Source: an optimization exercise on an open RTL-to-GDS flow (aim: small area, a short achievable clock period and few clock cycles). Production flows keep margins and buffers that such runs may drop. In this exercise RTL edits were held to simulation tests only and were not proved equivalent to the original.

`flow/config.mk`:
```
export PLATFORM = sky130hd
export DESIGN_NAME = hsv2rgb_stream
export DESIGN_NICKNAME = hsv2rgb_stream
export VERILOG_FILES = /design/flow/design.v
export SDC_FILE = /design/flow/constraint.sdc
export NUM_CORES = 4
export LEC_CHECK = 0
export CAP_MARGIN = 20
export CORE_MARGIN = 2
export CORE_UTILIZATION = 40
export SLEW_MARGIN = 20
```
`flow/constraint.sdc`:
```
create_clock -name core_clock -period 17.0 [get_ports {clk}]
set_input_delay 3.4000 -clock core_clock [delete_from_list [all_inputs] [get_ports {clk}]]
set_output_delay 3.4000 -clock core_clock [all_outputs]
set_load 0.01 [all_outputs]
```
`flow/design.v`:
```
module gr_hue (
    input  wire [7:0] h,
    output reg  [7:0] a0,
    output reg  [7:0] b0,
    output reg  [1:0] grp
);
    always @(*) begin
        case (h)
            8'd0: begin a0 = 8'd255; b0 = 8'd0; end
            8'd1: begin a0 = 8'd253; b0 = 8'd2; end
            8'd2: begin a0 = 8'd250; b0 = 8'd5; end
            8'd3: begin a0 = 8'd248; b0 = 8'd7; end
            8'd4: begin a0 = 8'd245; b0 = 8'd10; end
            8'd5: begin a0 = 8'd242; b0 = 8'd13; end
            8'd6: begin a0 = 8'd240; b0 = 8'd15; end
            8'd7: begin a0 = 8'd237; b0 = 8'd18; end
            8'd8: begin a0 = 8'd234; b0 = 8'd21; end
            8'd9: begin a0 = 8'd232; b0 = 8'd23; end
            8'd10: begin a0 = 8'd229; b0 = 8'd26; end
            8'd11: begin a0 = 8'd226; b0 = 8'd29; end
            8'd12: begin a0 = 8'd224; b0 = 8'd31; end
            8'd13: begin a0 = 8'd221; b0 = 8'd34; end
            8'd14: begin a0 = 8'd218; b0 = 8'd37; end
            8'd15: begin a0 = 8'd216; b0 = 8'd39; end
            8'd16: begin a0 = 8'd213; b0 = 8'd42; end
            8'd17: begin a0 = 8'd210; b0 = 8'd45; end
            8'd18: begin a0 = 8'd208; b0 = 8'd47; end
            8'd19: begin a0 = 8'd205; b0 = 8'd50; end
            8'd20: begin a0 = 8'd202; b0 = 8'd53; end
            8'd21: begin a0 = 8'd200; b0 = 8'd55; end
            8'd22: begin a0 = 8'd197; b0 = 8'd58; end
            8'd23: begin a0 = 8'd194; b0 = 8'd61; end
            8'd24: begin a0 = 8'd192; b0 = 8'd63; end
            8'd25: begin a0 = 8'd189; b0 = 8'd66; end
            8'd26: begin a0 = 8'd186; b0 = 8'd69; end
            8'd27: begin a0 = 8'd184; b0 = 8'd71; end
            8'd28: begin a0 = 8'd181; b0 = 8'd74; end
            8'd29: begin a0 = 8'd178; b0 = 8'd77; end
            8'd30: begin a0 = 8'd176; b0 = 8'd79; end
            8'd31: begin a0 = 8'd173; b0 = 8'd82; end
            8'd32: begin a0 = 8'd171; b0 = 8'd85; end
            8'd33: begin a0 = 8'd171; b0 = 8'd87; end
            8'd34: begin a0 = 8'd171; b0 = 8'd90; end
            8'd35: begin a0 = 8'd171; b0 = 8'd92; end
            8'd36: begin a0 = 8'd171; b0 = 8'd95; end
            8'd37: begin a0 = 8'd171; b0 = 8'd98; end
            8'd38: begin a0 = 8'd171; b0 = 8'd100; end
            8'd39: begin a0 = 8'd171; b0 = 8'd103; end
            8'd40: begin a0 = 8'd171; b0 = 8'd106; end
            8'd41: begin a0 = 8'd171; b0 = 8'd108; end
            8'd42: begin a0 = 8'd171; b0 = 8'd111; end
            8'd43: begin a0 = 8'd171; b0 = 8'd114; end
            8'd44: begin a0 = 8'd171; b0 = 8'd116; end
            8'd45: begin a0 = 8'd171; b0 = 8'd119; end
            8'd46: begin a0 = 8'd171; b0 = 8'd122; end
            8'd47: begin a0 = 8'd171; b0 = 8'd124; end
            8'd48: begin a0 = 8'd171; b0 = 8'd127; end
            8'd49: begin a0 = 8'd171; b0 = 8'd130; end
            8'd50: begin a0 = 8'd171; b0 = 8'd132; end
            8'd51: begin a0 = 8'd171; b0 = 8'd135; end
            8'd52: begin a0 = 8'd171; b0 = 8'd138; end
            8'd53: begin a0 = 8'd171; b0 = 8'd140; end
            8'd54: begin a0 = 8'd171; b0 = 8'd143; end
            8'd55: begin a0 = 8'd171; b0 = 8'd146; end
            8'd56: begin a0 = 8'd171; b0 = 8'd148; end
            8'd57: begin a0 = 8'd171; b0 = 8'd151; end
            8'd58: begin a0 = 8'd171; b0 = 8'd154; end
            8'd59: begin a0 = 8'd171; b0 = 8'd156; end
            8'd60: begin a0 = 8'd171; b0 = 8'd159; end
            8'd61: begin a0 = 8'd171; b0 = 8'd162; end
            8'd62: begin a0 = 8'd171; b0 = 8'd164; end
            8'd63: begin a0 = 8'd171; b0 = 8'd167; end
            8'd64: begin a0 = 8'd171; b0 = 8'd170; end
            8'd65: begin a0 = 8'd166; b0 = 8'd172; end
            8'd66: begin a0 = 8'd161; b0 = 8'd175; end
            8'd67: begin a0 = 8'd156; b0 = 8'd177; end
            8'd68: begin a0 = 8'd150; b0 = 8'd180; end
            8'd69: begin a0 = 8'd145; b0 = 8'd183; end
            8'd70: begin a0 = 8'd140; b0 = 8'd185; end
            8'd71: begin a0 = 8'd134; b0 = 8'd188; end
            8'd72: begin a0 = 8'd129; b0 = 8'd191; end
            8'd73: begin a0 = 8'd124; b0 = 8'd193; end
            8'd74: begin a0 = 8'd118; b0 = 8'd196; end
            8'd75: begin a0 = 8'd113; b0 = 8'd199; end
            8'd76: begin a0 = 8'd108; b0 = 8'd201; end
            8'd77: begin a0 = 8'd102; b0 = 8'd204; end
            8'd78: begin a0 = 8'd97; b0 = 8'd207; end
            8'd79: begin a0 = 8'd92; b0 = 8'd209; end
            8'd80: begin a0 = 8'd86; b0 = 8'd212; end
            8'd81: begin a0 = 8'd81; b0 = 8'd215; end
            8'd82: begin a0 = 8'd76; b0 = 8'd217; end
            8'd83: begin a0 = 8'd71; b0 = 8'd220; end
            8'd84: begin a0 = 8'd65; b0 = 8'd223; end
            8'd85: begin a0 = 8'd60; b0 = 8'd225; end
            8'd86: begin a0 = 8'd55; b0 = 8'd228; end
            8'd87: begin a0 = 8'd49; b0 = 8'd231; end
            8'd88: begin a0 = 8'd44; b0 = 8'd233; end
            8'd89: begin a0 = 8'd39; b0 = 8'd236; end
            8'd90: begin a0 = 8'd33; b0 = 8'd239; end
            8'd91: begin a0 = 8'd28; b0 = 8'd241; end
            8'd92: begin a0 = 8'd23; b0 = 8'd244; end
            8'd93: begin a0 = 8'd17; b0 = 8'd247; end
            8'd94: begin a0 = 8'd12; b0 = 8'd249; end
            8'd95: begin a0 = 8'd7; b0 = 8'd252; end
            8'd96: begin a0 = 8'd255; b0 = 8'd0; end
            8'd97: begin a0 = 8'd253; b0 = 8'd2; end
            8'd98: begin a0 = 8'd250; b0 = 8'd5; end
            8'd99: begin a0 = 8'd248; b0 = 8'd7; end
            8'd100: begin a0 = 8'd245; b0 = 8'd10; end
            8'd101: begin a0 = 8'd242; b0 = 8'd13; end
            8'd102: begin a0 = 8'd240; b0 = 8'd15; end
            8'd103: begin a0 = 8'd237; b0 = 8'd18; end
            8'd104: begin a0 = 8'd234; b0 = 8'd21; end
            8'd105: begin a0 = 8'd232; b0 = 8'd23; end
            8'd106: begin a0 = 8'd229; b0 = 8'd26; end
            8'd107: begin a0 = 8'd226; b0 = 8'd29; end
            8'd108: begin a0 = 8'd224; b0 = 8'd31; end
            8'd109: begin a0 = 8'd221; b0 = 8'd34; end
            8'd110: begin a0 = 8'd218; b0 = 8'd37; end
            8'd111: begin a0 = 8'd216; b0 = 8'd39; end
            8'd112: begin a0 = 8'd213; b0 = 8'd42; end
            8'd113: begin a0 = 8'd210; b0 = 8'd45; end
            8'd114: begin a0 = 8'd208; b0 = 8'd47; end
            8'd115: begin a0 = 8'd205; b0 = 8'd50; end
            8'd116: begin a0 = 8'd202; b0 = 8'd53; end
            8'd117: begin a0 = 8'd200; b0 = 8'd55; end
            8'd118: begin a0 = 8'd197; b0 = 8'd58; end
            8'd119: begin a0 = 8'd194; b0 = 8'd61; end
            8'd120: begin a0 = 8'd192; b0 = 8'd63; end
            8'd121: begin a0 = 8'd189; b0 = 8'd66; end
            8'd122: begin a0 = 8'd186; b0 = 8'd69; end
            8'd123: begin a0 = 8'd184; b0 = 8'd71; end
            8'd124: begin a0 = 8'd181; b0 = 8'd74; end
            8'd125: begin a0 = 8'd178; b0 = 8'd77; end
            8'd126: begin a0 = 8'd176; b0 = 8'd79; end
            8'd127: begin a0 = 8'd173; b0 = 8'd82; end
            8'd128: begin a0 = 8'd171; b0 = 8'd85; end
            8'd129: begin a0 = 8'd166; b0 = 8'd90; end
            8'd130: begin a0 = 8'd161; b0 = 8'd95; end
            8'd131: begin a0 = 8'd156; b0 = 8'd100; end
            8'd132: begin a0 = 8'd150; b0 = 8'd106; end
            8'd133: begin a0 = 8'd145; b0 = 8'd111; end
            8'd134: begin a0 = 8'd140; b0 = 8'd116; end
            8'd135: begin a0 = 8'd134; b0 = 8'd122; end
            8'd136: begin a0 = 8'd129; b0 = 8'd127; end
            8'd137: begin a0 = 8'd124; b0 = 8'd132; end
            8'd138: begin a0 = 8'd118; b0 = 8'd138; end
            8'd139: begin a0 = 8'd113; b0 = 8'd143; end
            8'd140: begin a0 = 8'd108; b0 = 8'd148; end
            8'd141: begin a0 = 8'd102; b0 = 8'd154; end
            8'd142: begin a0 = 8'd97; b0 = 8'd159; end
            8'd143: begin a0 = 8'd92; b0 = 8'd164; end
            8'd144: begin a0 = 8'd86; b0 = 8'd170; end
            8'd145: begin a0 = 8'd81; b0 = 8'd175; end
            8'd146: begin a0 = 8'd76; b0 = 8'd180; end
            8'd147: begin a0 = 8'd71; b0 = 8'd185; end
            8'd148: begin a0 = 8'd65; b0 = 8'd191; end
            8'd149: begin a0 = 8'd60; b0 = 8'd196; end
            8'd150: begin a0 = 8'd55; b0 = 8'd201; end
            8'd151: begin a0 = 8'd49; b0 = 8'd207; end
            8'd152: begin a0 = 8'd44; b0 = 8'd212; end
            8'd153: begin a0 = 8'd39; b0 = 8'd217; end
            8'd154: begin a0 = 8'd33; b0 = 8'd223; end
            8'd155: begin a0 = 8'd28; b0 = 8'd228; end
            8'd156: begin a0 = 8'd23; b0 = 8'd233; end
            8'd157: begin a0 = 8'd17; b0 = 8'd239; end
            8'd158: begin a0 = 8'd12; b0 = 8'd244; end
            8'd159: begin a0 = 8'd7; b0 = 8'd249; end
            8'd160: begin a0 = 8'd0; b0 = 8'd255; end
            8'd161: begin a0 = 8'd2; b0 = 8'd253; end
            8'd162: begin a0 = 8'd5; b0 = 8'd250; end
            8'd163: begin a0 = 8'd7; b0 = 8'd248; end
            8'd164: begin a0 = 8'd10; b0 = 8'd245; end
            8'd165: begin a0 = 8'd13; b0 = 8'd242; end
            8'd166: begin a0 = 8'd15; b0 = 8'd240; end
            8'd167: begin a0 = 8'd18; b0 = 8'd237; end
            8'd168: begin a0 = 8'd21; b0 = 8'd234; end
            8'd169: begin a0 = 8'd23; b0 = 8'd232; end
            8'd170: begin a0 = 8'd26; b0 = 8'd229; end
            8'd171: begin a0 = 8'd29; b0 = 8'd226; end
            8'd172: begin a0 = 8'd31; b0 = 8'd224; end
            8'd173: begin a0 = 8'd34; b0 = 8'd221; end
            8'd174: begin a0 = 8'd37; b0 = 8'd218; end
            8'd175: begin a0 = 8'd39; b0 = 8'd216; end
            8'd176: begin a0 = 8'd42; b0 = 8'd213; end
            8'd177: begin a0 = 8'd45; b0 = 8'd210; end
            8'd178: begin a0 = 8'd47; b0 = 8'd208; end
            8'd179: begin a0 = 8'd50; b0 = 8'd205; end
            8'd180: begin a0 = 8'd53; b0 = 8'd202; end
            8'd181: begin a0 = 8'd55; b0 = 8'd200; end
            8'd182: begin a0 = 8'd58; b0 = 8'd197; end
            8'd183: begin a0 = 8'd61; b0 = 8'd194; end
            8'd184: begin a0 = 8'd63; b0 = 8'd192; end
            8'd185: begin a0 = 8'd66; b0 = 8'd189; end
            8'd186: begin a0 = 8'd69; b0 = 8'd186; end
            8'd187: begin a0 = 8'd71; b0 = 8'd184; end
            8'd188: begin a0 = 8'd74; b0 = 8'd181; end
            8'd189: begin a0 = 8'd77; b0 = 8'd178; end
            8'd190: begin a0 = 8'd79; b0 = 8'd176; end
            8'd191: begin a0 = 8'd82; b0 = 8'd173; end
            8'd192: begin a0 = 8'd85; b0 = 8'd171; end
            8'd193: begin a0 = 8'd87; b0 = 8'd169; end
            8'd194: begin a0 = 8'd90; b0 = 8'd166; end
            8'd195: begin a0 = 8'd92; b0 = 8'd164; end
            8'd196: begin a0 = 8'd95; b0 = 8'd161; end
            8'd197: begin a0 = 8'd98; b0 = 8'd158; end
            8'd198: begin a0 = 8'd100; b0 = 8'd156; end
            8'd199: begin a0 = 8'd103; b0 = 8'd153; end
            8'd200: begin a0 = 8'd106; b0 = 8'd150; end
            8'd201: begin a0 = 8'd108; b0 = 8'd148; end
            8'd202: begin a0 = 8'd111; b0 = 8'd145; end
            8'd203: begin a0 = 8'd114; b0 = 8'd142; end
            8'd204: begin a0 = 8'd116; b0 = 8'd140; end
            8'd205: begin a0 = 8'd119; b0 = 8'd137; end
            8'd206: begin a0 = 8'd122; b0 = 8'd134; end
            8'd207: begin a0 = 8'd124; b0 = 8'd132; end
            8'd208: begin a0 = 8'd127; b0 = 8'd129; end
            8'd209: begin a0 = 8'd130; b0 = 8'd126; end
            8'd210: begin a0 = 8'd132; b0 = 8'd124; end
            8'd211: begin a0 = 8'd135; b0 = 8'd121; end
            8'd212: begin a0 = 8'd138; b0 = 8'd118; end
            8'd213: begin a0 = 8'd140; b0 = 8'd116; end
            8'd214: begin a0 = 8'd143; b0 = 8'd113; end
            8'd215: begin a0 = 8'd146; b0 = 8'd110; end
            8'd216: begin a0 = 8'd148; b0 = 8'd108; end
            8'd217: begin a0 = 8'd151; b0 = 8'd105; end
            8'd218: begin a0 = 8'd154; b0 = 8'd102; end
            8'd219: begin a0 = 8'd156; b0 = 8'd100; end
            8'd220: begin a0 = 8'd159; b0 = 8'd97; end
            8'd221: begin a0 = 8'd162; b0 = 8'd94; end
            8'd222: begin a0 = 8'd164; b0 = 8'd92; end
            8'd223: begin a0 = 8'd167; b0 = 8'd89; end
            8'd224: begin a0 = 8'd170; b0 = 8'd85; end
            8'd225: begin a0 = 8'd172; b0 = 8'd83; end
            8'd226: begin a0 = 8'd175; b0 = 8'd80; end
            8'd227: begin a0 = 8'd177; b0 = 8'd78; end
            8'd228: begin a0 = 8'd180; b0 = 8'd75; end
            8'd229: begin a0 = 8'd183; b0 = 8'd72; end
            8'd230: begin a0 = 8'd185; b0 = 8'd70; end
            8'd231: begin a0 = 8'd188; b0 = 8'd67; end
            8'd232: begin a0 = 8'd191; b0 = 8'd64; end
            8'd233: begin a0 = 8'd193; b0 = 8'd62; end
            8'd234: begin a0 = 8'd196; b0 = 8'd59; end
            8'd235: begin a0 = 8'd199; b0 = 8'd56; end
            8'd236: begin a0 = 8'd201; b0 = 8'd54; end
            8'd237: begin a0 = 8'd204; b0 = 8'd51; end
            8'd238: begin a0 = 8'd207; b0 = 8'd48; end
            8'd239: begin a0 = 8'd209; b0 = 8'd46; end
            8'd240: begin a0 = 8'd212; b0 = 8'd43; end
            8'd241: begin a0 = 8'd215; b0 = 8'd40; end
            8'd242: begin a0 = 8'd217; b0 = 8'd38; end
            8'd243: begin a0 = 8'd220; b0 = 8'd35; end
            8'd244: begin a0 = 8'd223; b0 = 8'd32; end
            8'd245: begin a0 = 8'd225; b0 = 8'd30; end
            8'd246: begin a0 = 8'd228; b0 = 8'd27; end
            8'd247: begin a0 = 8'd231; b0 = 8'd24; end
            8'd248: begin a0 = 8'd233; b0 = 8'd22; end
            8'd249: begin a0 = 8'd236; b0 = 8'd19; end
            8'd250: begin a0 = 8'd239; b0 = 8'd16; end
            8'd251: begin a0 = 8'd241; b0 = 8'd14; end
            8'd252: begin a0 = 8'd244; b0 = 8'd11; end
            8'd253: begin a0 = 8'd247; b0 = 8'd8; end
            8'd254: begin a0 = 8'd249; b0 = 8'd6; end
            8'd255: begin a0 = 8'd252; b0 = 8'd3; end
            default: begin a0 = 8'd0; b0 = 8'd0; end
        endcase
        grp = (h[7:5] <= 3'd2) ? 2'd0 : (h[7:5] <= 3'd4) ? 2'd1 : 2'd2;
    end
endmodule
module gr_sat (
    input  wire [7:0] a0,
    input  wire [7:0] b0,
    input  wire [1:0] grp,
    input  wire [7:0] s,
    output reg  [7:0] r1,
    output reg  [7:0] g1,
    output reg  [7:0] b1
);
    wire s0   = (s == 8'd0);
    wire s255 = (s == 8'd255);
    wire [7:0] am, bm;
    gr_sat_mul u_a (.c(a0), .s(s), .y(am));
    gr_sat_mul u_b (.c(b0), .s(s), .y(bm));
    wire [7:0] a1 = s0 ? 8'd255 : (s255 && a0 == 8'd0) ? 8'd0 : am;
    wire [7:0] c1 = s0 ? 8'd255 : (s255 && b0 == 8'd0) ? 8'd0 : bm;
    wire [7:0] z1 = s0 ? 8'd255 : s255 ? 8'd0 : 8'd0 - s;
    always @(*) begin
        case (grp)
            2'd0:    begin r1 = a1; g1 = c1; b1 = z1; end
            2'd1:    begin r1 = z1; g1 = a1; b1 = c1; end
            default: begin r1 = a1; g1 = z1; b1 = c1; end
        endcase
    end
endmodule
module gr_val (
    input  wire [7:0] c,
    input  wire [7:0] v,
    output wire [7:0] y
);
    wire [7:0] m;
    gr_val_mul u_m (.c(c), .v(v), .y(m));
    wire kill = (v == 8'd0) || (v == 8'd255 && c == 8'd0);
    assign y = kill ? 8'd0 : m;
endmodule
module gr_sat_mul (input wire [7:0] c, input wire [7:0] s, output wire [7:0] y);
    wire t_1 = (c[0] & s[6]) ^ (c[1] & s[5]);
    wire t_2 = (c[0] & s[6]) & (c[1] & s[5]);
    wire t_3 = (c[0] & s[7]) ^ (c[1] & s[6]) ^ (c[2] & s[5]);
    wire t_4 = ((c[0] & s[7]) & (c[1] & s[6])) | ((c[0] & s[7]) & (c[2] & s[5])) | ((c[1] & s[6]) & (c[2] & s[5]));
    wire t_5 = (c[3] & s[4]) ^ (c[4] & s[3]);
    wire t_6 = (c[3] & s[4]) & (c[4] & s[3]);
    wire t_7 = (c[1] & s[7]) ^ (c[2] & s[6]) ^ (c[3] & s[5]);
    wire t_8 = ((c[1] & s[7]) & (c[2] & s[6])) | ((c[1] & s[7]) & (c[3] & s[5])) | ((c[2] & s[6]) & (c[3] & s[5]));
    wire t_9 = (c[4] & s[4]) ^ (c[5] & s[3]) ^ (c[6] & s[2]);
    wire t_10 = ((c[4] & s[4]) & (c[5] & s[3])) | ((c[4] & s[4]) & (c[6] & s[2])) | ((c[5] & s[3]) & (c[6] & s[2]));
    wire t_11 = (c[7] & s[1]) ^ (~s[0]);
    wire t_12 = (c[7] & s[1]) & (~s[0]);
    wire t_13 = (c[2] & s[7]) ^ (c[3] & s[6]) ^ (c[4] & s[5]);
    wire t_14 = ((c[2] & s[7]) & (c[3] & s[6])) | ((c[2] & s[7]) & (c[4] & s[5])) | ((c[3] & s[6]) & (c[4] & s[5]));
    wire t_15 = (c[5] & s[4]) ^ (c[6] & s[3]) ^ (c[7] & s[2]);
    wire t_16 = ((c[5] & s[4]) & (c[6] & s[3])) | ((c[5] & s[4]) & (c[7] & s[2])) | ((c[6] & s[3]) & (c[7] & s[2]));
    wire t_17 = (c[3] & s[7]) ^ (c[4] & s[6]) ^ (c[5] & s[5]);
    wire t_18 = ((c[3] & s[7]) & (c[4] & s[6])) | ((c[3] & s[7]) & (c[5] & s[5])) | ((c[4] & s[6]) & (c[5] & s[5]));
    wire t_19 = (c[0] & s[4]) ^ (c[1] & s[3]);
    wire t_20 = (c[0] & s[4]) & (c[1] & s[3]);
    wire t_21 = (c[0] & s[5]) ^ (c[1] & s[4]) ^ (c[2] & s[3]);
    wire t_22 = ((c[0] & s[5]) & (c[1] & s[4])) | ((c[0] & s[5]) & (c[2] & s[3])) | ((c[1] & s[4]) & (c[2] & s[3]));
    wire t_23 = (c[3] & s[2]) ^ (c[4] & s[1]);
    wire t_24 = (c[3] & s[2]) & (c[4] & s[1]);
    wire t_25 = t_1 ^ (c[2] & s[4]) ^ (c[3] & s[3]);
    wire t_26 = (t_1 & (c[2] & s[4])) | (t_1 & (c[3] & s[3])) | ((c[2] & s[4]) & (c[3] & s[3]));
    wire t_27 = (c[4] & s[2]) ^ (c[5] & s[1]) ^ (c[6] & s[0]);
    wire t_28 = ((c[4] & s[2]) & (c[5] & s[1])) | ((c[4] & s[2]) & (c[6] & s[0])) | ((c[5] & s[1]) & (c[6] & s[0]));
    wire t_29 = t_3 ^ t_5 ^ (c[5] & s[2]);
    wire t_30 = (t_3 & t_5) | (t_3 & (c[5] & s[2])) | (t_5 & (c[5] & s[2]));
    wire t_31 = (c[6] & s[1]) ^ (c[7] & s[0]) ^ t_2;
    wire t_32 = ((c[6] & s[1]) & (c[7] & s[0])) | ((c[6] & s[1]) & t_2) | ((c[7] & s[0]) & t_2);
    wire t_33 = t_7 ^ t_9 ^ t_11;
    wire t_34 = (t_7 & t_9) | (t_7 & t_11) | (t_9 & t_11);
    wire t_35 = 1'b1 ^ t_4 ^ t_6;
    wire t_36 = (1'b1 & t_4) | (1'b1 & t_6) | (t_4 & t_6);
    wire t_37 = t_13 ^ t_15 ^ (~s[1]);
    wire t_38 = (t_13 & t_15) | (t_13 & (~s[1])) | (t_15 & (~s[1]));
    wire t_39 = t_8 ^ t_10 ^ t_12;
    wire t_40 = (t_8 & t_10) | (t_8 & t_12) | (t_10 & t_12);
    wire t_41 = t_17 ^ (c[6] & s[4]) ^ (c[7] & s[3]);
    wire t_42 = (t_17 & (c[6] & s[4])) | (t_17 & (c[7] & s[3])) | ((c[6] & s[4]) & (c[7] & s[3]));
    wire t_43 = (~s[2]) ^ t_14 ^ t_16;
    wire t_44 = ((~s[2]) & t_14) | ((~s[2]) & t_16) | (t_14 & t_16);
    wire t_45 = (c[4] & s[7]) ^ (c[5] & s[6]) ^ (c[6] & s[5]);
    wire t_46 = ((c[4] & s[7]) & (c[5] & s[6])) | ((c[4] & s[7]) & (c[6] & s[5])) | ((c[5] & s[6]) & (c[6] & s[5]));
    wire t_47 = (c[7] & s[4]) ^ (~s[3]) ^ t_18;
    wire t_48 = ((c[7] & s[4]) & (~s[3])) | ((c[7] & s[4]) & t_18) | ((~s[3]) & t_18);
    wire t_49 = (c[5] & s[7]) ^ (c[6] & s[6]) ^ (c[7] & s[5]);
    wire t_50 = ((c[5] & s[7]) & (c[6] & s[6])) | ((c[5] & s[7]) & (c[7] & s[5])) | ((c[6] & s[6]) & (c[7] & s[5]));
    wire t_51 = (c[0] & s[3]) ^ (c[1] & s[2]);
    wire t_52 = (c[0] & s[3]) & (c[1] & s[2]);
    wire t_53 = t_19 ^ (c[2] & s[2]) ^ (c[3] & s[1]);
    wire t_54 = (t_19 & (c[2] & s[2])) | (t_19 & (c[3] & s[1])) | ((c[2] & s[2]) & (c[3] & s[1]));
    wire t_55 = t_21 ^ t_23 ^ (c[5] & s[0]);
    wire t_56 = (t_21 & t_23) | (t_21 & (c[5] & s[0])) | (t_23 & (c[5] & s[0]));
    wire t_57 = t_25 ^ t_27 ^ t_22;
    wire t_58 = (t_25 & t_27) | (t_25 & t_22) | (t_27 & t_22);
    wire t_59 = t_29 ^ t_31 ^ t_26;
    wire t_60 = (t_29 & t_31) | (t_29 & t_26) | (t_31 & t_26);
    wire t_61 = t_33 ^ t_35 ^ t_30;
    wire t_62 = (t_33 & t_35) | (t_33 & t_30) | (t_35 & t_30);
    wire t_63 = t_37 ^ t_39 ^ t_34;
    wire t_64 = (t_37 & t_39) | (t_37 & t_34) | (t_39 & t_34);
    wire t_65 = t_41 ^ t_43 ^ t_38;
    wire t_66 = (t_41 & t_43) | (t_41 & t_38) | (t_43 & t_38);
    wire t_67 = t_45 ^ t_47 ^ t_42;
    wire t_68 = (t_45 & t_47) | (t_45 & t_42) | (t_47 & t_42);
    wire t_69 = t_49 ^ (~s[4]) ^ t_46;
    wire t_70 = (t_49 & (~s[4])) | (t_49 & t_46) | ((~s[4]) & t_46);
    wire t_71 = (c[6] & s[7]) ^ (c[7] & s[6]) ^ (~s[5]);
    wire t_72 = ((c[6] & s[7]) & (c[7] & s[6])) | ((c[6] & s[7]) & (~s[5])) | ((c[7] & s[6]) & (~s[5]));
    wire t_73 = (c[0] & s[2]) ^ (c[1] & s[1]);
    wire t_74 = (c[0] & s[2]) & (c[1] & s[1]);
    wire t_75 = t_51 ^ (c[2] & s[1]) ^ (c[3] & s[0]);
    wire t_76 = (t_51 & (c[2] & s[1])) | (t_51 & (c[3] & s[0])) | ((c[2] & s[1]) & (c[3] & s[0]));
    wire t_77 = t_53 ^ (c[4] & s[0]) ^ t_52;
    wire t_78 = (t_53 & (c[4] & s[0])) | (t_53 & t_52) | ((c[4] & s[0]) & t_52);
    wire t_79 = t_55 ^ t_20 ^ t_54;
    wire t_80 = (t_55 & t_20) | (t_55 & t_54) | (t_20 & t_54);
    wire t_81 = t_57 ^ t_24 ^ t_56;
    wire t_82 = (t_57 & t_24) | (t_57 & t_56) | (t_24 & t_56);
    wire t_83 = t_59 ^ t_28 ^ t_58;
    wire t_84 = (t_59 & t_28) | (t_59 & t_58) | (t_28 & t_58);
    wire t_85 = t_61 ^ t_32 ^ t_60;
    wire t_86 = (t_61 & t_32) | (t_61 & t_60) | (t_32 & t_60);
    wire t_87 = t_63 ^ t_36 ^ t_62;
    wire t_88 = (t_63 & t_36) | (t_63 & t_62) | (t_36 & t_62);
    wire t_89 = t_65 ^ t_40 ^ t_64;
    wire t_90 = (t_65 & t_40) | (t_65 & t_64) | (t_40 & t_64);
    wire t_91 = t_67 ^ t_44 ^ t_66;
    wire t_92 = (t_67 & t_44) | (t_67 & t_66) | (t_44 & t_66);
    wire t_93 = t_69 ^ t_48 ^ t_68;
    wire t_94 = (t_69 & t_48) | (t_69 & t_68) | (t_48 & t_68);
    wire t_95 = t_71 ^ t_50 ^ t_70;
    wire t_96 = (t_71 & t_50) | (t_71 & t_70) | (t_50 & t_70);
    wire t_97 = (c[7] & s[7]) ^ (~s[6]) ^ t_72;
    wire t_98 = ((c[7] & s[7]) & (~s[6])) | ((c[7] & s[7]) & t_72) | ((~s[6]) & t_72);
    wire [15:0] t_99 = {(~s[7]), t_97, t_95, t_93, t_91, t_89, t_87, t_85, t_83, t_81, t_79, t_77, t_75, t_73, (c[0] & s[1]), (c[0] & s[0])};
    wire [15:0] t_100 = {t_98, t_96, t_94, t_92, t_90, t_88, t_86, t_84, t_82, t_80, t_78, t_76, t_74, (c[2] & s[0]), (c[1] & s[0]), 1'b0};
    wire [15:0] t_101 = t_99 + t_100;
    assign y = {t_101[15], t_101[14], t_101[13], t_101[12], t_101[11], t_101[10], t_101[9], t_101[8]};
endmodule
module gr_val_mul (input wire [7:0] c, input wire [7:0] v, output wire [7:0] y);
    wire t_1 = (c[0] & v[6]) ^ (c[1] & v[5]);
    wire t_2 = (c[0] & v[6]) & (c[1] & v[5]);
    wire t_3 = (c[0] & v[7]) ^ (c[1] & v[6]) ^ (c[2] & v[5]);
    wire t_4 = ((c[0] & v[7]) & (c[1] & v[6])) | ((c[0] & v[7]) & (c[2] & v[5])) | ((c[1] & v[6]) & (c[2] & v[5]));
    wire t_5 = (c[3] & v[4]) ^ (c[4] & v[3]);
    wire t_6 = (c[3] & v[4]) & (c[4] & v[3]);
    wire t_7 = (c[1] & v[7]) ^ (c[2] & v[6]) ^ (c[3] & v[5]);
    wire t_8 = ((c[1] & v[7]) & (c[2] & v[6])) | ((c[1] & v[7]) & (c[3] & v[5])) | ((c[2] & v[6]) & (c[3] & v[5]));
    wire t_9 = (c[4] & v[4]) ^ (c[5] & v[3]) ^ (c[6] & v[2]);
    wire t_10 = ((c[4] & v[4]) & (c[5] & v[3])) | ((c[4] & v[4]) & (c[6] & v[2])) | ((c[5] & v[3]) & (c[6] & v[2]));
    wire t_11 = (c[2] & v[7]) ^ (c[3] & v[6]) ^ (c[4] & v[5]);
    wire t_12 = ((c[2] & v[7]) & (c[3] & v[6])) | ((c[2] & v[7]) & (c[4] & v[5])) | ((c[3] & v[6]) & (c[4] & v[5]));
    wire t_13 = (c[0] & v[4]) ^ (c[1] & v[3]);
    wire t_14 = (c[0] & v[4]) & (c[1] & v[3]);
    wire t_15 = (c[0] & v[5]) ^ (c[1] & v[4]) ^ (c[2] & v[3]);
    wire t_16 = ((c[0] & v[5]) & (c[1] & v[4])) | ((c[0] & v[5]) & (c[2] & v[3])) | ((c[1] & v[4]) & (c[2] & v[3]));
    wire t_17 = (c[3] & v[2]) ^ (c[4] & v[1]);
    wire t_18 = (c[3] & v[2]) & (c[4] & v[1]);
    wire t_19 = t_1 ^ (c[2] & v[4]) ^ (c[3] & v[3]);
    wire t_20 = (t_1 & (c[2] & v[4])) | (t_1 & (c[3] & v[3])) | ((c[2] & v[4]) & (c[3] & v[3]));
    wire t_21 = (c[4] & v[2]) ^ (c[5] & v[1]) ^ (c[6] & v[0]);
    wire t_22 = ((c[4] & v[2]) & (c[5] & v[1])) | ((c[4] & v[2]) & (c[6] & v[0])) | ((c[5] & v[1]) & (c[6] & v[0]));
    wire t_23 = t_3 ^ t_5 ^ (c[5] & v[2]);
    wire t_24 = (t_3 & t_5) | (t_3 & (c[5] & v[2])) | (t_5 & (c[5] & v[2]));
    wire t_25 = (c[6] & v[1]) ^ (c[7] & v[0]) ^ t_2;
    wire t_26 = ((c[6] & v[1]) & (c[7] & v[0])) | ((c[6] & v[1]) & t_2) | ((c[7] & v[0]) & t_2);
    wire t_27 = t_7 ^ t_9 ^ (c[7] & v[1]);
    wire t_28 = (t_7 & t_9) | (t_7 & (c[7] & v[1])) | (t_9 & (c[7] & v[1]));
    wire t_29 = 1'b1 ^ t_4 ^ t_6;
    wire t_30 = (1'b1 & t_4) | (1'b1 & t_6) | (t_4 & t_6);
    wire t_31 = t_11 ^ (c[5] & v[4]) ^ (c[6] & v[3]);
    wire t_32 = (t_11 & (c[5] & v[4])) | (t_11 & (c[6] & v[3])) | ((c[5] & v[4]) & (c[6] & v[3]));
    wire t_33 = (c[7] & v[2]) ^ t_8 ^ t_10;
    wire t_34 = ((c[7] & v[2]) & t_8) | ((c[7] & v[2]) & t_10) | (t_8 & t_10);
    wire t_35 = (c[3] & v[7]) ^ (c[4] & v[6]) ^ (c[5] & v[5]);
    wire t_36 = ((c[3] & v[7]) & (c[4] & v[6])) | ((c[3] & v[7]) & (c[5] & v[5])) | ((c[4] & v[6]) & (c[5] & v[5]));
    wire t_37 = (c[6] & v[4]) ^ (c[7] & v[3]) ^ t_12;
    wire t_38 = ((c[6] & v[4]) & (c[7] & v[3])) | ((c[6] & v[4]) & t_12) | ((c[7] & v[3]) & t_12);
    wire t_39 = (c[4] & v[7]) ^ (c[5] & v[6]) ^ (c[6] & v[5]);
    wire t_40 = ((c[4] & v[7]) & (c[5] & v[6])) | ((c[4] & v[7]) & (c[6] & v[5])) | ((c[5] & v[6]) & (c[6] & v[5]));
    wire t_41 = (c[0] & v[3]) ^ (c[1] & v[2]);
    wire t_42 = (c[0] & v[3]) & (c[1] & v[2]);
    wire t_43 = t_13 ^ (c[2] & v[2]) ^ (c[3] & v[1]);
    wire t_44 = (t_13 & (c[2] & v[2])) | (t_13 & (c[3] & v[1])) | ((c[2] & v[2]) & (c[3] & v[1]));
    wire t_45 = t_15 ^ t_17 ^ (c[5] & v[0]);
    wire t_46 = (t_15 & t_17) | (t_15 & (c[5] & v[0])) | (t_17 & (c[5] & v[0]));
    wire t_47 = t_19 ^ t_21 ^ t_16;
    wire t_48 = (t_19 & t_21) | (t_19 & t_16) | (t_21 & t_16);
    wire t_49 = t_23 ^ t_25 ^ t_20;
    wire t_50 = (t_23 & t_25) | (t_23 & t_20) | (t_25 & t_20);
    wire t_51 = t_27 ^ t_29 ^ t_24;
    wire t_52 = (t_27 & t_29) | (t_27 & t_24) | (t_29 & t_24);
    wire t_53 = t_31 ^ t_33 ^ t_28;
    wire t_54 = (t_31 & t_33) | (t_31 & t_28) | (t_33 & t_28);
    wire t_55 = t_35 ^ t_37 ^ t_32;
    wire t_56 = (t_35 & t_37) | (t_35 & t_32) | (t_37 & t_32);
    wire t_57 = t_39 ^ (c[7] & v[4]) ^ t_36;
    wire t_58 = (t_39 & (c[7] & v[4])) | (t_39 & t_36) | ((c[7] & v[4]) & t_36);
    wire t_59 = (c[5] & v[7]) ^ (c[6] & v[6]) ^ (c[7] & v[5]);
    wire t_60 = ((c[5] & v[7]) & (c[6] & v[6])) | ((c[5] & v[7]) & (c[7] & v[5])) | ((c[6] & v[6]) & (c[7] & v[5]));
    wire t_61 = (c[0] & v[2]) ^ (c[1] & v[1]);
    wire t_62 = (c[0] & v[2]) & (c[1] & v[1]);
    wire t_63 = t_41 ^ (c[2] & v[1]) ^ (c[3] & v[0]);
    wire t_64 = (t_41 & (c[2] & v[1])) | (t_41 & (c[3] & v[0])) | ((c[2] & v[1]) & (c[3] & v[0]));
    wire t_65 = t_43 ^ (c[4] & v[0]) ^ t_42;
    wire t_66 = (t_43 & (c[4] & v[0])) | (t_43 & t_42) | ((c[4] & v[0]) & t_42);
    wire t_67 = t_45 ^ t_14 ^ t_44;
    wire t_68 = (t_45 & t_14) | (t_45 & t_44) | (t_14 & t_44);
    wire t_69 = t_47 ^ t_18 ^ t_46;
    wire t_70 = (t_47 & t_18) | (t_47 & t_46) | (t_18 & t_46);
    wire t_71 = t_49 ^ t_22 ^ t_48;
    wire t_72 = (t_49 & t_22) | (t_49 & t_48) | (t_22 & t_48);
    wire t_73 = t_51 ^ t_26 ^ t_50;
    wire t_74 = (t_51 & t_26) | (t_51 & t_50) | (t_26 & t_50);
    wire t_75 = t_53 ^ t_30 ^ t_52;
    wire t_76 = (t_53 & t_30) | (t_53 & t_52) | (t_30 & t_52);
    wire t_77 = t_55 ^ t_34 ^ t_54;
    wire t_78 = (t_55 & t_34) | (t_55 & t_54) | (t_34 & t_54);
    wire t_79 = t_57 ^ t_38 ^ t_56;
    wire t_80 = (t_57 & t_38) | (t_57 & t_56) | (t_38 & t_56);
    wire t_81 = t_59 ^ t_40 ^ t_58;
    wire t_82 = (t_59 & t_40) | (t_59 & t_58) | (t_40 & t_58);
    wire t_83 = (c[6] & v[7]) ^ (c[7] & v[6]) ^ t_60;
    wire t_84 = ((c[6] & v[7]) & (c[7] & v[6])) | ((c[6] & v[7]) & t_60) | ((c[7] & v[6]) & t_60);
    wire [15:0] t_85 = {1'b0, (c[7] & v[7]), t_83, t_81, t_79, t_77, t_75, t_73, t_71, t_69, t_67, t_65, t_63, t_61, (c[0] & v[1]), (c[0] & v[0])};
    wire [15:0] t_86 = {1'b0, t_84, t_82, t_80, t_78, t_76, t_74, t_72, t_70, t_68, t_66, t_64, t_62, (c[2] & v[0]), (c[1] & v[0]), 1'b0};
    wire [15:0] t_87 = t_85 + t_86;
    assign y = {t_87[15], t_87[14], t_87[13], t_87[12], t_87[11], t_87[10], t_87[9], t_87[8]};
endmodule
module hsv2rgb_stream (
    input  wire        clk,
    input  wire        rst,         
    input  wire        in_valid,
    output wire        in_ready,
    input  wire [23:0] in_hsv,      
    output reg         out_valid,
    input  wire        out_ready,
    output wire [31:0] out_rgba     
);
    reg sk_valid;
    wire en = !sk_valid;
    assign in_ready = en;
    wire [7:0] a0, b0;
    wire [1:0] grp;
    gr_hue u_hue (.h(in_hsv[23:16]), .a0(a0), .b0(b0), .grp(grp));
    reg        v1;
    reg [7:0]  a0_q, b0_q, s_q, v1_q;
    reg [1:0]  grp_q;
    always @(posedge clk) begin
        if (rst)
            v1 <= 1'b0;
        else if (en)
            v1 <= in_valid;
        if (en) begin
            a0_q <= a0; b0_q <= b0; grp_q <= grp;
            s_q  <= in_hsv[15:8]; v1_q <= in_hsv[7:0];
        end
    end
    wire [7:0] r1, g1, b1;
    gr_sat u_sat (.a0(a0_q), .b0(b0_q), .grp(grp_q), .s(s_q), .r1(r1), .g1(g1), .b1(b1));
    reg        v2;
    reg [7:0]  r1_q, g1_q, b1_q, v2_q;
    always @(posedge clk) begin
        if (rst)
            v2 <= 1'b0;
        else if (en)
            v2 <= v1;
        if (en) begin
            r1_q <= r1; g1_q <= g1; b1_q <= b1; v2_q <= v1_q;
        end
    end
    wire [23:0] rgb;
    gr_val u_val_r (.c(r1_q), .v(v2_q), .y(rgb[23:16]));
    gr_val u_val_g (.c(g1_q), .v(v2_q), .y(rgb[15:8]));
    gr_val u_val_b (.c(b1_q), .v(v2_q), .y(rgb[7:0]));
    wire push     = v2 && en;                   
    wire out_free = !out_valid || out_ready;    
    reg  [23:0] sk_rgb, out_rgb;
    always @(posedge clk) begin
        if (rst) begin
            out_valid <= 1'b0;
            sk_valid  <= 1'b0;
        end else begin
            if (out_free)
                out_valid <= sk_valid || push;
            sk_valid <= sk_valid ? !out_free : (push && !out_free);
        end
        if (out_free)
            out_rgb <= sk_valid ? sk_rgb : rgb;
        if (!sk_valid)
            sk_rgb <= rgb;
    end
    assign out_rgba = {out_rgb, 8'hFF};
endmodule
```
`flow/flow/run.sh`:
```
#!/bin/bash
# The standard layout, with repair_timing aiming for 12.5 ns of setup slack
# (at the design's clock period and constraints) instead of 0.
set -euo pipefail
bash standard.sh SETUP_SLACK_MARGIN=12.5 finish > standard_flow.log 2>&1
```
`flow/standard.sh`:
```
#!/bin/bash
# synth_recipe.tcl (not shown) runs the flow's synth.tcl, then flattens the netlist and writes it again
# the make line also repeats each setting of config.mk as NAME=value (left out here)
make -C /OpenROAD-flow-scripts/flow DESIGN_CONFIG=/design/flow/config.mk WORK_HOME=/design/flow/orfs CLKGATE_MAP_FILE= SYNTH_SCRIPT=/design/flow/synth_recipe.tcl "${@:-finish}"
```
==> results of run 1 <==
==> through the flow <==
step	setup slack, ps	instance area (um2)	hold slack, ps	util [%]
floorplan	11870	15600	400	-
CTS	12140	19200	415	51.1
global route	11970	20600	424	54.9
detailed placement	10620	16300	405	43.6
finish	12070	20600	416	54.9
global placement	10700	16300	406	43.6
==> cell type report <==
| class | count | share of cell area, % |
|---|---|---|
| Clock buffer | 24 | 2.40 |
| Clock inverter | 8 | 0.231 |
| Inverter | 235 | 4.47 |
| Multi-Input combinational cell | 1234 | 59.8 |
| Sequential cell | 118 | 15.9 |
| Tap cell | 511 | 3.11 |
| Timing Repair Buffer | 272 | 14.0 |
| Timing Repair inverter | 2 | 0.0608 |
==> cells by family after synthesis <==
| logic type | after synthesis |
|---|---|
| simple gates | 574 |
| buf+inv | 333 |
| fa+ha+maj | 299 |
| compound gates | 295 |
| flops | 118 |
| xor+xnor | 37 |
| mux | 21 |
| other cells | 1 |
==> sequential cells by signal, summed over array words and instances (netlist names), 2 cells and up <==
register and flops:
out_rgb 24, sk_rgb 24, a0_q 8, b0_q 8
b1_q 8, g1_q 8, r1_q 8, s_q 8
v1_q 8, v2_q 8, grp_q 2
==> critical path, stage by stage <==
cell and delay, ps:
sky130_fd_sc_hd__buf_12 100, sky130_fd_sc_hd__clkinv_8 60, sky130_fd_sc_hd__buf_4 130, sky130_fd_sc_hd__buf_4 140, sky130_fd_sc_hd__ha_4 190, sky130_fd_sc_hd__mux2i_2 230, sky130_fd_sc_hd__o21ai_0 210, sky130_fd_sc_hd__a221oi_2 320
sky130_fd_sc_hd__a21oi_1 120, sky130_fd_sc_hd__a21oi_1 180, sky130_fd_sc_hd__a21o_1 140
==> timing repair <==
action                                  CTS  global route
endpoints found under the setup margin   98            83
pin swaps                               124           111
cloned                                   12             5
setup buffers                           132            57
gates resized for setup                 281           210
==> cells in the final DEF, fill, tap and decap left out, types with 27 or more instances in the layout <==
cell type                  synthesis  layout
sky130_fd_sc_hd__and2_1          186     172
sky130_fd_sc_hd__o21ai_1          21      32
sky130_fd_sc_hd__inv_1           233     208
sky130_fd_sc_hd__buf_4             8     150
sky130_fd_sc_hd__ha_1            112      83
sky130_fd_sc_hd__a21oi_1          78      45
sky130_fd_sc_hd__buf_6             0      39
sky130_fd_sc_hd__edfxtp_1         90      90
sky130_fd_sc_hd__nand2_1         195     167
sky130_fd_sc_hd__nor2_1           75      54
sky130_fd_sc_hd__fa_1            187     181
sky130_fd_sc_hd__dfxtp_1          28      27
==> how the worst max path moves through the flow <==
stage	start	to	slack (ps)
2_1_floorplan	in_hsv[17]	a0_q[5]	11870
3_3_place_gp	in_hsv[21]	b0_q[4]	10700
3_5_place_dp	in_hsv[21]	b0_q[4]	10620
4_1_cts	s_q[5]	g1_q[6]	12140
5_1_grt	s_q[5]	g1_q[6]	11970
6_report	in_hsv[16]	a0_q[2]	12070
==> per-layer routing <==
metal	track usage, %	share of wire [%]	vias to the layer above
met2	37.8	50	458
met5	0	0	-
met1	27.7	41	6597
met4	7.38	3.4	0
met3	3.98	5.7	117
li1	-	-	5963
==> flow_summary.html, run 1 <==
<table>
<tr><th>Metric</th><th>Value</th></tr>
<tr><th colspan="2">Run status</th></tr>
<tr><td>Status</td><td>complete, no violations</td></tr>
<tr><th colspan="2">Synth</th></tr>
<tr><td>Complex-gate fraction of the synthesized area</td><td>a little over an eighth</td></tr>
<tr><td>Dominant combinational cell family by area after synthesis</td><td>adder cells</td></tr>
<tr><td>Fraction of synthesized area in multiplexers</td><td>about 1.7%</td></tr>
<tr><td>Number of distinct library cells after synthesis</td><td>76</td></tr>
<tr><td>Fraction of post-synthesis cell area in the top cell type by area</td><td>between 20% and 30%</td></tr>
<tr><td>Cell taking the most area after synthesis</td><td>sky130_fd_sc_hd__fa_1</td></tr>
<tr><td>Post-synth top flop</td><td>sky130_fd_sc_hd__edfxtp_1</td></tr>
<tr><td>Synth top cells by count</td><td>sky130_fd_sc_hd__inv_1, sky130_fd_sc_hd__nand2_1, sky130_fd_sc_hd__fa_1</td></tr>
<tr><td>Number of synthesized register bits</td><td>about 120</td></tr>
<tr><td>Count of flip-flops with a built-in enable after synthesis</td><td>90</td></tr>
<tr><td>Share of async-settable or async-resettable flops after synthesis</td><td>0%</td></tr>
<tr><td>Xor/xnor cell area share of the yosys netlist</td><td>2.14%</td></tr>
<tr><td>Synth Area in Simple Gates</td><td>18.9%</td></tr>
<tr><td>Sequential cell area fraction in the yosys report</td><td>around 22%</td></tr>
<tr><td>Post-Synthesis Mean Instance Area</td><td>~9 um2</td></tr>
<tr><td>Cell types occupying the most area after synthesis</td><td>sky130_fd_sc_hd__fa_1, sky130_fd_sc_hd__edfxtp_1, sky130_fd_sc_hd__ha_1</td></tr>
<tr><td>Most numerous cell in the Yosys netlist</td><td>sky130_fd_sc_hd__inv_1</td></tr>
<tr><td>Cells after Synth</td><td>~1,700</td></tr>
<tr><td>Synth Area in Adders</td><td>33.9%</td></tr>
<tr><td>Cell Area, Synth</td><td>0.0152 mm2</td></tr>
<tr><td>Synthesis Warnings</td><td>3</td></tr>
<tr><th colspan="2">Routing</th></tr>
<tr><td>Post-detailed-routing wire length</td><td>approximately 45,000 um</td></tr>
<tr><td>Antenna violation net count after detailed routing</td><td>0</td></tr>
<tr><td>Detail-routed via count per cell</td><td>roughly 5.5</td></tr>
<tr><td>Avg WL per Cell</td><td>~19 um</td></tr>
<tr><td>Vias</td><td>between 10,000 and 15,000</td></tr>
<tr><td>Initial drt markers</td><td>840</td></tr>
<tr><td>Count of TritonRoute iterations in the first routing pass</td><td>8</td></tr>
<tr><td>Remaining design rule violation count</td><td>0</td></tr>
<tr><th colspan="2">Global route</th></tr>
<tr><td>Total Routing Usage GR</td><td>21.9%</td></tr>
<tr><td>Aggregate global routing overflow</td><td>0</td></tr>
<tr><td>Vias in the first global route</td><td>12,900</td></tr>
<tr><td>Global-route wire length before repair</td><td>approximately 67,000 um</td></tr>
<tr><td>Antenna violations before repair</td><td>0</td></tr>
<tr><td>Maximum number of pins on one net before global-route repair</td><td>63</td></tr>
<tr><th colspan="2">Setup path</th></tr>
<tr><td>Number of cells on the worst reg-to-reg path</td><td>18</td></tr>
<tr><td>Max FO, Critical Path</td><td>6</td></tr>
<tr><td>Kind of end point of the critical path</td><td>register</td></tr>
<tr><td>Reg-to-Reg End</td><td>g1_q[7]</td></tr>
<tr><td>Required time at the endpoint of the critical path</td><td>approximately 17,000 ps</td></tr>
<tr><td>Arrival time at the worst endpoint</td><td>5240 ps</td></tr>
<tr><td>Sort of element at the start of the critical path</td><td>primary input</td></tr>
<tr><td>Worst Path Class, Setup</td><td>in -&gt; reg</td></tr>
<tr><td>FF-to-FF Start</td><td>s_q[7]</td></tr>
<tr><td>Register-to-register setup slack</td><td>roughly 12,000 ps</td></tr>
<tr><th colspan="2">Timing</th></tr>
<tr><td>Max-slew violation count</td><td>0</td></tr>
<tr><td>Least-Margin Pin Slew</td><td>about 1000 ps</td></tr>
<tr><td>Highest attainable clock frequency</td><td>slightly above 200 MHz</td></tr>
<tr><td>Max-Slew Margin vs Limit</td><td>33.2%</td></tr>
<tr><td>Final setup violating endpoints</td><td>0</td></tr>
<tr><td>Final TNS setup</td><td>0 ps</td></tr>
<tr><td>Post-route minimum period</td><td>roughly 4900 ps</td></tr>
<tr><td>Share of the clock period used by the worst path after layout</td><td>between 20% and 30%</td></tr>
<tr><td>Clk_skew</td><td>between 10 and 15 ps</td></tr>
<tr><td>Setup repair after global routing missed its margin</td><td>yes</td></tr>
<tr><td>Fin. Hold Viols</td><td>0</td></tr>
<tr><th colspan="2">Clocking</th></tr>
<tr><td>CTS H-tree depth</td><td>4</td></tr>
<tr><td>Clock transition at the registers of the reported paths</td><td>50 ps</td></tr>
<tr><td>Clock root cell</td><td>sky130_fd_sc_hd__clkbuf_16</td></tr>
<tr><td>Deepest clock path buffer count</td><td>2</td></tr>
<tr><td>Number of buffers created by CTS</td><td>17</td></tr>
<tr><td>Latest clock arrival within the worst-skew pair</td><td>450 ps</td></tr>
<tr><td>TritonCTS clock tree</td><td>built</td></tr>
<tr><td>Quantity of hold-fixing buffers added after cts</td><td>0</td></tr>
<tr><td>Number of clock sinks</td><td>between 100 and 150</td></tr>
<tr><th colspan="2">Place</th></tr>
<tr><td>Count of port buffers added during placement</td><td>53</td></tr>
<tr><td>Final weighted congestion in routability-driven placement</td><td>0.849</td></tr>
<tr><td>HPWL Detailed</td><td>~26,000 um</td></tr>
<tr><td>Placed Instances</td><td>around 2,200</td></tr>
<tr><th colspan="2">Min path</th></tr>
<tr><td>Worst min-delay path category</td><td>reg -&gt; reg</td></tr>
<tr><td>Hold path startpoint</td><td>v1_q[6]</td></tr>
<tr><td>Cell depth of the worst hold path</td><td>0</td></tr>
<tr><td>Worst-case hold path end point</td><td>v2_q[6]</td></tr>
<tr><th colspan="2">Die</th></tr>
<tr><td>Height of the die</td><td>roughly 200 um</td></tr>
<tr><td>Die span in x</td><td>about 200 um</td></tr>
<tr><td>Effective utilization at floorplan</td><td>roughly two fifths</td></tr>
<tr><td>IO Pins</td><td>62</td></tr>
<tr><td>Row cnt</td><td>slightly above 70</td></tr>
<tr><td>Core Footprint</td><td>about 0.037 mm2</td></tr>
<tr><td>Die Outline Area</td><td>between 0.03 and 0.04 mm2</td></tr>
<tr><th colspan="2">Final layout</th></tr>
<tr><td>Final-stage net count</td><td>between 2,000 and 2,500</td></tr>
<tr><td>Antenna diode count</td><td>0</td></tr>
<tr><td>Flip-flop and latch area</td><td>approximately 0.0033 mm2</td></tr>
<tr><td>Combined area of the multi-input logic cells</td><td>0.0123 mm2</td></tr>
<tr><td>Share of layout cells above drive strength 1</td><td>between 20% and 30%</td></tr>
<tr><td>Total of fill cells in the finished design</td><td>approximately 3,200</td></tr>
<tr><td>Number of cells in the finished layout apart from fillers</td><td>2,404</td></tr>
<tr><td>Relative area change from synthesis to final layout</td><td>35.7%</td></tr>
<tr><th colspan="2">Job</th></tr>
<tr><td>Number of violations of the max-capacitance limit</td><td>0</td></tr>
</table>
Testbench counts, summed over its fixed seeds: cycles 32,024.
==> run 2: changes to the inputs <==
==> flow/flow/run.sh (replaced) <==
#!/bin/bash
# The standard layout, with repair_timing aiming for 12 ns of setup slack
# (at the design's clock period and constraints) instead of 0.
set -euo pipefail
bash standard.sh SETUP_SLACK_MARGIN=12 finish > standard_flow.log 2>&1
==> flow_summary.html, run 2 <==
<table>
<tr><th>Metric</th><th>Value</th></tr>
<tr><th colspan="2">Die</th></tr>
<tr><td>Row cnt</td><td>between 70 and 80</td></tr>
<tr><td>IO Pins</td><td>62</td></tr>
<tr><td>Core Footprint</td><td>roughly 0.037 mm2</td></tr>
<tr><td>Height of the die</td><td>roughly 200 um</td></tr>
<tr><td>Effective utilization at floorplan</td><td>about two fifths</td></tr>
<tr><td>Die Outline Area</td><td>roughly 0.039 mm2</td></tr>
<tr><td>Die span in x</td><td>a little under 200 um</td></tr>
<tr><th colspan="2">Synth</th></tr>
<tr><td>Synth Area in Simple Gates</td><td>a little under a fifth</td></tr>
<tr><td>Cell Area, Synth</td><td>between 0.015 and 0.02 mm2</td></tr>
<tr><td>Fraction of post-synthesis cell area in the top cell type by area</td><td>about 25%</td></tr>
<tr><td>Post-Synthesis Mean Instance Area</td><td>9.03 um2</td></tr>
<tr><td>Synthesis Warnings</td><td>3</td></tr>
<tr><td>Most numerous cell in the Yosys netlist</td><td>sky130_fd_sc_hd__inv_1</td></tr>
<tr><td>Complex-gate fraction of the synthesized area</td><td>a little over an eighth</td></tr>
<tr><td>Number of synthesized register bits</td><td>between 100 and 150</td></tr>
<tr><td>Xor/xnor cell area share of the yosys netlist</td><td>2.14%</td></tr>
<tr><td>Sequential cell area fraction in the yosys report</td><td>between 20 and 25%</td></tr>
<tr><td>Cell taking the most area after synthesis</td><td>sky130_fd_sc_hd__fa_1</td></tr>
<tr><td>Synth top cells by count</td><td>sky130_fd_sc_hd__inv_1, sky130_fd_sc_hd__nand2_1, sky130_fd_sc_hd__fa_1</td></tr>
<tr><td>Cell types occupying the most area after synthesis</td><td>sky130_fd_sc_hd__fa_1, sky130_fd_sc_hd__edfxtp_1, sky130_fd_sc_hd__ha_1</td></tr>
<tr><td>Count of flip-flops with a built-in enable after synthesis</td><td>90</td></tr>
<tr><td>Cells after Synth</td><td>between 1,500 and 2,000</td></tr>
<tr><td>Synth Area in Adders</td><td>33.9%</td></tr>
<tr><td>Dominant combinational cell family by area after synthesis</td><td>adder cells</td></tr>
<tr><td>Fraction of synthesized area in multiplexers</td><td>1.68%</td></tr>
<tr><td>Share of async-settable or async-resettable flops after synthesis</td><td>0%</td></tr>
<tr><td>Post-synth top flop</td><td>sky130_fd_sc_hd__edfxtp_1</td></tr>
<tr><td>Number of distinct library cells after synthesis</td><td>between 70 and 80</td></tr>
<tr><th colspan="2">Routing</th></tr>
<tr><td>Detail-routed via count per cell</td><td>approximately 5.3</td></tr>
<tr><td>Count of TritonRoute iterations in the first routing pass</td><td>7</td></tr>
<tr><td>Post-detailed-routing wire length</td><td>roughly 40,000 um</td></tr>
<tr><td>Remaining design rule violation count</td><td>0</td></tr>
<tr><td>Avg WL per Cell</td><td>about 17 um</td></tr>
<tr><td>Initial drt markers</td><td>934</td></tr>
<tr><td>Antenna violation net count after detailed routing</td><td>0</td></tr>
<tr><td>Vias</td><td>roughly 12,000</td></tr>
<tr><th colspan="2">Min path</th></tr>
<tr><td>Worst min-delay path category</td><td>reg -&gt; reg</td></tr>
<tr><td>Cell depth of the worst hold path</td><td>0</td></tr>
<tr><th colspan="2">Setup path</th></tr>
<tr><td>Worst Path Class, Setup</td><td>reg -&gt; reg</td></tr>
<tr><td>Beginning of the critical path</td><td>s_q[6]</td></tr>
<tr><td>Max FO, Critical Path</td><td>5</td></tr>
<tr><td>Sort of element at the start of the critical path</td><td>register</td></tr>
<tr><td>Reg-to-Reg End</td><td>g1_q[6]</td></tr>
<tr><td>Required time at the endpoint of the critical path</td><td>between 15,000 and 20,000 ps</td></tr>
<tr><td>Register-to-register setup slack</td><td>about 12,000 ps</td></tr>
<tr><td>Worst path cell trace</td><td>buf_6 &gt; and2_4 &gt; fa_1 &gt; fa_1 &gt; inv_2 &gt; fa_1 &gt; inv_1 &gt; fa_1 &gt; ha_4 &gt; nand2_4 &gt; a211oi_4 &gt; a2111oi_4 &gt; o31ai_4 &gt; a21oi_2 &gt; xnor2_2 &gt; nor2b_2 &gt; o41a_1</td></tr>
<tr><td>Most frequent cell on the critical path</td><td>sky130_fd_sc_hd__fa_1</td></tr>
<tr><td>FF-to-FF Start</td><td>s_q[6]</td></tr>
<tr><td>Destination of the critical timing path</td><td>g1_q[6]</td></tr>
<tr><td>Peak per-stage delay on the critical path</td><td>~540 ps</td></tr>
<tr><td>Cell with the largest stage delay on the worst path</td><td>sky130_fd_sc_hd__fa_1</td></tr>
<tr><td>Number of cells on the worst reg-to-reg path</td><td>17</td></tr>
<tr><td>Arrival time at the worst endpoint</td><td>roughly 5200 ps</td></tr>
<tr><td>Kind of end point of the critical path</td><td>register</td></tr>
<tr><th colspan="2">Job</th></tr>
<tr><td>Number of violations of the max-capacitance limit</td><td>0</td></tr>
<tr><th colspan="2">Final layout</th></tr>
<tr><td>Commonest non-fill, non-tap cell in the layout</td><td>sky130_fd_sc_hd__inv_1</td></tr>
<tr><td>Antenna diode count</td><td>0</td></tr>
<tr><td>Total of fill cells in the finished design</td><td>approximately 3,500</td></tr>
<tr><td>Registers with the most flip-flops</td><td>out_rgb x24, sk_rgb x24</td></tr>
<tr><td>Highest-count cells in the layout ignoring fill and taps</td><td>sky130_fd_sc_hd__inv_1, sky130_fd_sc_hd__nand2_1, sky130_fd_sc_hd__fa_1</td></tr>
<tr><td>Relative area change from synthesis to final layout</td><td>23.5%</td></tr>
<tr><td>Final-stage net count</td><td>2,136</td></tr>
<tr><td>Number of cells in the finished layout apart from fillers</td><td>between 2,000 and 2,500</td></tr>
<tr><td>Final standard cell area without fillers</td><td>0.0187 mm2</td></tr>
<tr><td>Final Util</td><td>between 40% and 50%</td></tr>
<tr><td>Share of layout cells above drive strength 1</td><td>17.8%</td></tr>
<tr><th colspan="2">Clocking</th></tr>
<tr><td>Clock root cell</td><td>sky130_fd_sc_hd__clkbuf_16</td></tr>
<tr><td>CTS H-tree depth</td><td>4</td></tr>
<tr><td>Number of clock sinks</td><td>between 100 and 150</td></tr>
<tr><td>TritonCTS clock tree</td><td>built</td></tr>
<tr><td>Number of buffers created by CTS</td><td>17</td></tr>
<tr><td>Deepest clock path buffer count</td><td>2</td></tr>
<tr><td>Latest clock arrival within the worst-skew pair</td><td>between 400 and 500 ps</td></tr>
<tr><td>Clock transition at the registers of the reported paths</td><td>roughly 60 ps</td></tr>
<tr><td>Quantity of hold-fixing buffers added after cts</td><td>0</td></tr>
<tr><th colspan="2">Timing</th></tr>
<tr><td>Post-route minimum period</td><td>between 5000 and 6000 ps</td></tr>
<tr><td>Fin. Hold Viols</td><td>0</td></tr>
<tr><td>Highest attainable clock frequency</td><td>a little under 200 MHz</td></tr>
<tr><td>Final TNS setup</td><td>0 ps</td></tr>
<tr><td>Max-Slew Margin vs Limit</td><td>between 30% and 40%</td></tr>
<tr><td>Least-Margin Pin Slew</td><td>~920 ps</td></tr>
<tr><td>Setup repair after global routing missed its margin</td><td>yes</td></tr>
<tr><td>Clk_skew</td><td>about 18 ps</td></tr>
<tr><td>Max-slew violation count</td><td>0</td></tr>
<tr><td>Final setup violating endpoints</td><td>0</td></tr>
<tr><td>Share of the clock period used by the worst path after layout</td><td>slightly below 30%</td></tr>
<tr><th colspan="2">Run status</th></tr>
<tr><td>Status</td><td>complete, no violations</td></tr>
<tr><th colspan="2">Global route</th></tr>
<tr><td>Antenna violations before repair</td><td>0</td></tr>
<tr><td>Vias in the first global route</td><td>between 10,000 and 15,000</td></tr>
<tr><td>Maximum number of pins on one net before global-route repair</td><td>67</td></tr>
<tr><td>Total Routing Usage GR</td><td>about 21%</td></tr>
<tr><td>Aggregate global routing overflow</td><td>0</td></tr>
<tr><td>Global-route wire length before repair</td><td>about 64,000 um</td></tr>
<tr><th colspan="2">Place</th></tr>
<tr><td>Placed Instances</td><td>2,167</td></tr>
<tr><td>Count of port buffers added during placement</td><td>53</td></tr>
<tr><td>HPWL Detailed</td><td>between 20,000 and 30,000 um</td></tr>
<tr><td>Post-place instance area</td><td>between 0.015 and 0.02 mm2</td></tr>
<tr><td>Final weighted congestion in routability-driven placement</td><td>just over 0.9</td></tr>
</table>
[run 2: changes by cell type in the layout (fill, tap and decap cells not counted), moves of 16 or more]
cell,before,now
sky130_fd_sc_hd__clkdlybuf4s50_1,20,47
sky130_fd_sc_hd__inv_1,208,224
sky130_fd_sc_hd__o21ai_0,15,33
sky130_fd_sc_hd__a21oi_1,45,64
sky130_fd_sc_hd__clkdlybuf4s15_1,23,0
sky130_fd_sc_hd__buf_6,39,9
sky130_fd_sc_hd__nand2_1,167,187
sky130_fd_sc_hd__buf_4,150,124
[run 2: repair_timing]
action / 4_1_cts / 5_1_grt
pin swaps: 39 / 69
setup endpoints to repair: 47 / 35
resized for setup: 86 / 109
gates cloned: 6 / 4
buffers inserted: 67 / 57
[run 2: worst min-delay path by stage]
stage	from	to	slack, ps
final	v1_q[2]	v2_q[2]	420
after global routing	v1_q[2]	v2_q[2]	430
after CTS	v1_q[2]	v2_q[2]	420
after detailed placement	v1_q[2]	v2_q[2]	410
after global placement	v1_q[3]	v2_q[3]	410
after floorplan	v1_q[0]	v2_q[0]	400
[run 2: layout make-up]
class	count	area [um2]	share of cell area (%)
Sequential cell	118	3260	17.4
Clock inverter	9	66.3	0.354
Tap cell	511	639	3.41
Timing Repair Buffer	202	1970	10.5
Multi-Input combinational cell	1234	11400	60.9
Clock buffer	23	489	2.61
Timing Repair inverter	1	5.00	0.0267
Inverter	235	897	4.79
[run 2: through the flow]
stage	setup slack (ps)	hold WS [ps]
2_1_floorplan	11830	400
3_3_place_gp	10650	406
3_5_place_dp	10530	410
4_1_cts	11960	425
5_1_grt	11820	427
6_report	11970	422
[run 2: logic make-up (layout without fill, tap and decap cells)]
| family | count (synthesis) | in the layout |
|---|---|---|
| other | 1 | 8 |
| flip-flops | 118 | 118 |
| multiplexers | 21 | 21 |
| AO/OA/AOI/OAI | 295 | 295 |
| buffers and inverters | 333 | 470 |
| adder cells (fa/ha/maj) | 299 | 299 |
| AND/OR/NAND/NOR | 574 | 574 |
| XOR/XNOR | 37 | 37 |
[run 2: metal layers]
metal  part of all wire [%]  vias to the layer above  GRT usage (%)
li1                       -                     5802              -
met1                     43                     6217           26.1
met2                     50                      361           35.5
met3                    5.4                       83           3.87
met4                    2.3                        0           6.77
met5                      0                        -              0
[run 2: worst max-delay path: cells and delay by family, from the launching register on]
kind	cells	cell delay (ps)
AOI/OAI and AO/OA	5	1230
adders and majority gates	5	2320
buffers and inverters	3	270
xor gates and xnor gates	1	150
and+or+nand+nor	3	350
DFF	1	450

## re-timing with driven ports
The flow's constraints put no driver on any port. The routed layouts listed below were extracted and timed again, unchanged, in two steps.
Step 1 sets driving cells, clkbuf_16 on the clock port and buf_2 on the other inputs (assumed; they add their load-dependent delay and slew).
Step 2 also shifts input and output timing later by t, the mid clock arrival at the registers, as if the neighbouring blocks saw the same clock.
a / b / c = no drivers / after step 1 / after step 2; a / b = the first two.
run | t, ns | setup WS [ns] | latest minus earliest clock arrival (ns) | worst slew at a driven data input, ns | cell pins on the clock port's net
run 1 | 0.492 | 12.073 / 12.051 / 11.558 | 0.013 / 0.013 | 0.18 | 1
run 2 | 0.490 | 11.969 / 11.969 / 11.506 | 0.019 / 0.019 | 0.06 | 1
After both steps setup and hold are still met in every run listed. For run 1, which loses most, drivers alone change the setup slack by -0.022 ns; drivers and shift together by -0.515 ns.
